This is an optimization exercise on Yosys and OpenROAD, whose aim is small area, not a production implementation. Function was checked by simulation only, so behaviour that the tests miss may differ from the original. Power figures rest on the tool's default switching activity, not on a simulated workload.

## qseq
module qseq (
    input  wire        clk,
    input  wire        rst,
    input  wire        cmd_valid,
    input  wire [7:0]  cmd_op,
    input  wire [31:0] cmd_addr,
    input  wire [31:0] cmd_len,
    input  wire [31:0] cmd_arg,
    output wire        rdy,
    output wire        done,
    output reg  [7:0]  res_code,
    output wire [2:0]  res_cause,
    output reg  [63:0] res_value,
    output reg  [3:0]  bri_op,
    output wire        bri_clear_all,
    output reg  [7:0]  txn_opcode,
    output wire [23:0] txn_addr,
    output wire [2:0]  txn_addr_lines,
    output wire [5:0]  txn_addr_bits,
    output wire [2:0]  txn_data_lines,
    output wire [4:0]  txn_dummy,
    output wire [1:0]  txn_dir,
    output wire [31:0] txn_len,
    output wire [7:0]  bri_wdata,
    input  wire [2:0]  bri_flags,
    input  wire [7:0]  bri_rdata,
    output wire        hbuf_we,
    output wire        hbuf_re,
    output wire [31:0] hbuf_addr,
    output wire [7:0]  hbuf_wdata,
    input  wire [7:0]  hbuf_rdata
);
Size: about 1300 cells after synthesis, roughly 340 I/O pins.
==> flow/config.mk <==
export PLATFORM = sky130hd
export DESIGN_NAME = qseq
export DESIGN_NICKNAME = qseq
export VERILOG_FILES = /design/flow/design.v
export SDC_FILE = /design/flow/constraint.sdc
export NUM_CORES = 4
export LEC_CHECK = 0
export CAP_MARGIN = 20
export CORE_MARGIN = 2
export CORE_UTILIZATION = 50
export CTS_BUF_LIST = sky130_fd_sc_hd__clkbuf_8
export PLACE_DENSITY = 0.7
export SLEW_MARGIN = 20
==> flow/constraint.sdc <==
create_clock -name core_clock -period 10.0 [get_ports {clk}]
set_input_delay 2.0000 -clock core_clock [delete_from_list [all_inputs] [get_ports {clk}]]
set_output_delay 2.0000 -clock core_clock [all_outputs]
set_load 0.01 [all_outputs]
standard.sh (not shown) runs the stock make flow with config.mk's settings and CLKGATE_MAP_FILE= SYNTH_SCRIPT=/design/flow/synth_recipe.tcl, a recipe that flattens the netlist after the stock synthesis.
==> flow/flow/run.sh <==
#!/bin/bash
# The standard layout (standard.sh), with these changes:
# - synthesis maps the logic with ABC's default script (flow/abc.script) and
#   leaves adders to ABC instead of extracting half/full-adder cells; the
#   registers are those of the standard synthesis;
# - each port is buffered by the smallest plain buffer (buf_1);
# - clock tree synthesis uses clkbuf_8 and adds no dummy loads.
# - after global routing, cells on paths with timing slack are downsized
#   (repair_timing -recover_power), which only makes them smaller.
set -euo pipefail
here=$(pwd)
export BUFFER_PORTS_ARGS="-buffer_cell sky130_fd_sc_hd__buf_1"
export CTS_ARGS="-sink_clustering_enable -repair_clock_nets -buf_list sky130_fd_sc_hd__clkbuf_8 -dont_use_dummy_load"
export MY_ABC_SCRIPT="$here/flow/abc.script"
export RECOVER_POWER=100
{
  cat <<'TCL'
# ABC with this flow's script in place of the one the platform picks
proc abc {args} {
  set out {}
  set skip 0
  foreach a $args {
    if {$skip} { set skip 0; lappend out $::env(MY_ABC_SCRIPT); continue }
    if {$a eq "-script"} { set skip 1 }
    lappend out $a
  }
  yosys abc {*}$out
}
# no half/full-adder extraction: ABC maps the adders
proc extract_fa {args} { }
TCL
  cat synth_recipe.tcl
} > my_synth.tcl
sed "s|SYNTH_SCRIPT=[^ ]*|SYNTH_SCRIPT=$here/my_synth.tcl|" standard.sh > my_standard.sh
grep -q "SYNTH_SCRIPT=$here/my_synth.tcl" my_standard.sh
bash my_standard.sh > standard.log 2>&1
==> flow/flow/abc.script <==
strash
&get -n
&fraig -x
&put
scorr
dc2
dretime
strash
&get -n
&dch -f
&nf
&put
The starting point produced a layout that fails on max-capacitance violations, max-slew violations.
Edit:
--- a/flow/flow/run.sh
+++ b/flow/flow/run.sh
@@ -6,6 +6,4 @@
 # - each port is buffered by the smallest plain buffer (buf_1);
 # - clock tree synthesis uses clkbuf_8 and adds no dummy loads.
-# - after global routing, cells on paths with timing slack are downsized
-#   (repair_timing -recover_power), which only makes them smaller.
 set -euo pipefail
 here=$(pwd)
@@ -13,5 +11,4 @@
 export CTS_ARGS="-sink_clustering_enable -repair_clock_nets -buf_list sky130_fd_sc_hd__clkbuf_8 -dont_use_dummy_load"
 export MY_ABC_SCRIPT="$here/flow/abc.script"
-export RECOVER_POWER=100
 {
   cat <<'TCL'
What happened:
- The changed run passed the timing, DRC and antenna checks
- die area does not change
- cell area hardly moves
- total power stays flat
- via count is higher by 0.33%
- first-iteration DRC count is higher by 3.6%
- global-route usage is unchanged
- clock power stays flat
- non-clock buffer count does not change
- clock skew is higher by 0.0034 ns

==> what the ideal ports hide <==
The results above use ideal ports. As a check the final layouts listed here were re-extracted and re-timed, cells and wires unchanged.
Step 1 (the two cells are an assumption about what drives the block):
set clk [get_ports {clk}]
set_driving_cell -lib_cell sky130_fd_sc_hd__clkbuf_16 $clk
set_driving_cell -lib_cell sky130_fd_sc_hd__buf_2 [delete_from_list [all_inputs] $clk]
Step 2 adds t to the input delays and takes it off the output delays; t is the mean of the earliest and latest rising clock arrival at the registers after step 1. Input paths then give back, and output paths get back, about the clock's delay inside the block.
a / b / c = no drivers / after step 1 / after step 2; a / b = the first two.
| run | t, ns | slack for setup (ns) | clock arrival spread, ns |
|---|---|---|---|
| the first run | 0.496 | 2.943 / 2.901 / 3.398 | 0.038 / 0.039 |
| the second run | 0.505 | 4.261 / 4.218 / 4.723 | 0.042 / 0.042 |
